From an optimization exercise on the open Yosys and OpenROAD flow, aimed at small area, a short achievable clock period and few clock cycles per item; shortcuts taken in it are not production practice.
Function was checked by simulation only, so behaviour that the tests miss may differ from the original.
Power figures rest on the tool's default switching activity, not on a simulated workload.

== run 1 ==
==> flow/design.v (excerpt) <==
module bbfau_exec (
    input  wire         clk,
    input  wire         rst,         
    input  wire         in_valid,
    output wire         in_ready,
    input  wire [7:0]   in_op,
    input  wire [127:0] in_a,        
    input  wire [127:0] in_b,
    input  wire [63:0]  in_e,        
    output reg          out_valid,
    output wire [127:0] out_res,
    output reg  [1:0]   out_code     
);
    localparam [31:0] P      = 32'd2013265921;
    localparam [31:0] ONE_M  = 32'd268435454;     
    localparam [31:0] R2     = 32'd1172168163;    
    localparam [31:0] C11    = 32'd939524073;     
    localparam [30:0] INV_E  = 31'h77FFFFFF;      
    localparam [1:0] CODE_OK = 2'd0, CODE_ILLEGAL = 2'd1, CODE_NOINV = 2'd2;
    function [3:0] mod15_37(input [36:0] v);
        reg [7:0] s;
        reg [4:0] u;
        begin
            s = v[3:0] + v[7:4] + v[11:8] + v[15:12] + v[19:16]
              + v[23:20] + v[27:24] + v[31:28] + v[35:32] + v[36];
            u = s[3:0] + s[7:4];                        
            u = (u >= 5'd15) ? (u - 5'd15) : u;         
            mod15_37 = (u[3:0] == 4'd15) ? 4'd0 : u[3:0];
        end
    endfunction
    reg [31:0] A [0:3];
    reg [31:0] B [0:3];
    reg [31:0] R [0:3];
    reg        rdy;
    reg        busy;
    reg        c_dir, c_m1, c_m2, c_ln, c_ln2, c_es, c_em, c_pw;
    reg        mont, f_sq, f_b0, f_enc, f_dec, f_inv;
    reg        a_add, a_neg, a_cmp, a_bc, a_padd, a_psub, a_sub;
    reg [1:0]  code_r;
    reg [4:0]  st;
    reg        pw_loop, pw_b, lastbit, rset, ezero;
    reg [30:0] E;
    reg        u_iss, u_dir, u_lst, u_fin, u_scal, u_acc;
    reg [1:0]  u_dl;
    reg [3:0]  u_xa, u_xr, u_yb, u_ya, u_yr;
    reg        u_xc11, u_xone, u_xr2;
    reg        u_yr2, u_yonem, u_yone;
    reg        s2_v, s2_acc, s2_scal, s2_fin, s2_alu, s2_bc;
    reg [1:0]  s2_code;
    reg [31:0] alu_r;
    reg [1:0]  s2_dl;
    reg [31:0] t_m, t_hs, t_hc;
    reg [1:0]  t_mh;
  ...
Size: ~460 I/O pins.
==> flow/config.mk <==
export PLATFORM = sky130hd
export DESIGN_NAME = bbfau_exec
export DESIGN_NICKNAME = bbfau_exec
export VERILOG_FILES = /design/flow/design.v
export SDC_FILE = /design/flow/constraint.sdc
export NUM_CORES = 4
export LEC_CHECK = 0
export CAP_MARGIN = 20
export CORE_MARGIN = 2
export CORE_UTILIZATION = 40
export SLEW_MARGIN = 20
==> flow/constraint.sdc <==
create_clock -name core_clock -period 36.0 [get_ports {clk}]
set_input_delay 7.2000 -clock core_clock [delete_from_list [all_inputs] [get_ports {clk}]]
set_output_delay 7.2000 -clock core_clock [all_outputs]
set_load 0.01 [all_outputs]
standard.sh (not shown) runs the stock make flow with config.mk's settings and CLKGATE_MAP_FILE= SYNTH_SCRIPT=/design/flow/synth_recipe.tcl, a recipe that flattens the netlist after the stock synthesis.
==> flow/flow/run.sh <==
#!/bin/bash
set -euo pipefail
bash standard.sh SETUP_SLACK_MARGIN=27 \
    "BUFFER_PORTS_ARGS=-buffer_cell sky130_fd_sc_hd__buf_1" finish \
    > standard_flow.log 2>&1
Run 1 finished every step from synthesis to the final layout, and the layout passed the timing, design-rule and antenna checks.
Testbench counts of run 1, summed over its fixed seeds: cycles 42,161, commands 4,800.
#### Input delta (run 2 over run 1)
Settings: CTS_BUF_LIST now sky130_fd_sc_hd__clkbuf_8, previously not set; SLEW_MARGIN now 10, was 20; CAP_MARGIN now 10, was 20.
Results
Of the two values seen for beginning of the critical path, R[2][9] was produced by run 2 and R[3][21] by run 1. Diff run 1 -> run 2: power in the clock group went down, highest clock rate level, total of clock buffers placed in the layout increased by 36% relative to the old numbers, post-synthesis cell count roughly the same.
## Diff of input files: run 3 against run 2
Settings: CAP_MARGIN now 20, was 10; CTS_BUF_LIST no longer set, was sky130_fd_sc_hd__clkbuf_8; SLEW_MARGIN now 20, was 10.
==> flow/flow/run.sh <==
#!/bin/bash
set -euo pipefail
bash standard.sh SETUP_SLACK_MARGIN=28 \
    "BUFFER_PORTS_ARGS=-buffer_cell sky130_fd_sc_hd__buf_1" finish \
    > standard_flow.log 2>&1
[summary]
Compared with run 2, in run 3 logic depth of the worst register-to-register path moved up, power moved up, share of the clock period used by the worst path after layout moved down, cell total after placement level. In run 3 the wire length turned out 0.69% higher than in run 2. Compared with run 2, in run 3 number of clock-tree buffers in the layout now sits lower; core utilization now sits higher.

lane 1:
Another version of the RTL of bbfau_exec (not shown whole).
For scale: roughly 7500 cells after synthesis, ~620 flip-flops, ~460 I/O pins, about 0.070 mm^2 of cells after synthesis.
Settings: LEC_CHECK=0, CAP_MARGIN=20, CORE_MARGIN=2, CORE_UTILIZATION=35, SLEW_MARGIN=20; clock period 36.0 ns.
run.sh (not shown) runs the stock make flow with config.mk's settings and CLKGATE_MAP_FILE= SYNTH_SCRIPT=/design/flow/synth_recipe.tcl, a recipe that flattens the netlist after the stock synthesis.
Stock flow here: none of the scripts above is used.
Testbench counts of lane 1, summed over its fixed seeds: cycles 42,161, commands 4,800.
Input changes introduced in lane 2 (baseline for comparison: lane 1):
==> flow/flow/run.sh (new file) <==
#!/bin/bash
set -euo pipefail
bash standard.sh SETUP_SLACK_MARGIN=27 \
    "BUFFER_PORTS_ARGS=-buffer_cell sky130_fd_sc_hd__buf_1" finish \
    > standard_flow.log 2>&1
==> flow/standard.sh (new file) <==
#!/bin/bash
# synth_recipe.tcl (not shown) runs the flow's synth.tcl, then flattens the netlist and writes it again
# the make line also repeats each setting of config.mk as NAME=value (left out here)
make -C /OpenROAD-flow-scripts/flow DESIGN_CONFIG=/design/flow/config.mk WORK_HOME=/design/flow/orfs CLKGATE_MAP_FILE= SYNTH_SCRIPT=/design/flow/synth_recipe.tcl "${@:-finish}"
removed: flow/run.sh
### Flow results
Compared with lane 1, lane 2 shows a lower net switching power. Critical-path cell with the highest stage delay = sky130_fd_sc_hd__buf_1: lane 2; critical-path cell with the highest stage delay = sky130_fd_sc_hd__or3_1: lane 1. Comparing lane 2 against lane 1, there is no change at all in synthesized cell count. Largest driver fanout on the critical path came out lower on lane 2 than on lane 1. Looking only at finished layout cell area, and setting everything else aside, the higher value of lane 2 and lane 1 goes to lane 1. Diff lane 1 -> lane 2: total power of the final layout shrank by about 1.9%, clock period minus final worst setup slack now sits lower, post-CTS setup buffer count moved up. Going from lane 1 to lane 2, number of combinational gates with multiple inputs comparable; least setup slack across all paths after layout now larger.

re-timing with driven ports:
Ports are ideal in the flow. The routed layouts listed here were re-timed in OpenROAD. Step 1 sets driving cells, clkbuf_16 on the clock port and buf_2 on the other inputs (assumed; they add their load-dependent delay and slew). Step 2 adds t to the input delays and takes it off the output delays; t is the mean of the earliest and latest rising clock arrival at the registers after step 1. Input paths then give back, and output paths get back, about the clock's delay inside the block. Slacks: ideal / step 1 / step 2; pairs: ideal / step 1.
run	shift t [ns]	setup WS [ns]	worst hold slack (ns)	worst setup path at the end	clock arrival spread, ns
run 1	0.792	26.991 / 26.894 / 26.286	0.333 / 0.333 / 0.333	input to register	0.051 / 0.051
run 2	0.978	26.986 / 26.890 / 26.332	0.335 / 0.335 / 0.335	input to register	0.093 / 0.093
run 3	0.844	27.092 / 27.092 / 26.910	0.329 / 0.329 / 0.329	input to register	0.060 / 0.060
lane 1	0.788	26.384 / 26.348 / 25.878	0.328 / 0.328 / 0.328	input to register	0.058 / 0.059
lane 2	0.805	27.037 / 26.943 / 26.527	0.336 / 0.336 / 0.336	input to register	0.067 / 0.067
After both steps setup and hold are still met in every run listed. For run 1, which loses most, drivers alone change the setup slack by -0.097 ns; drivers and shift together by -0.705 ns.
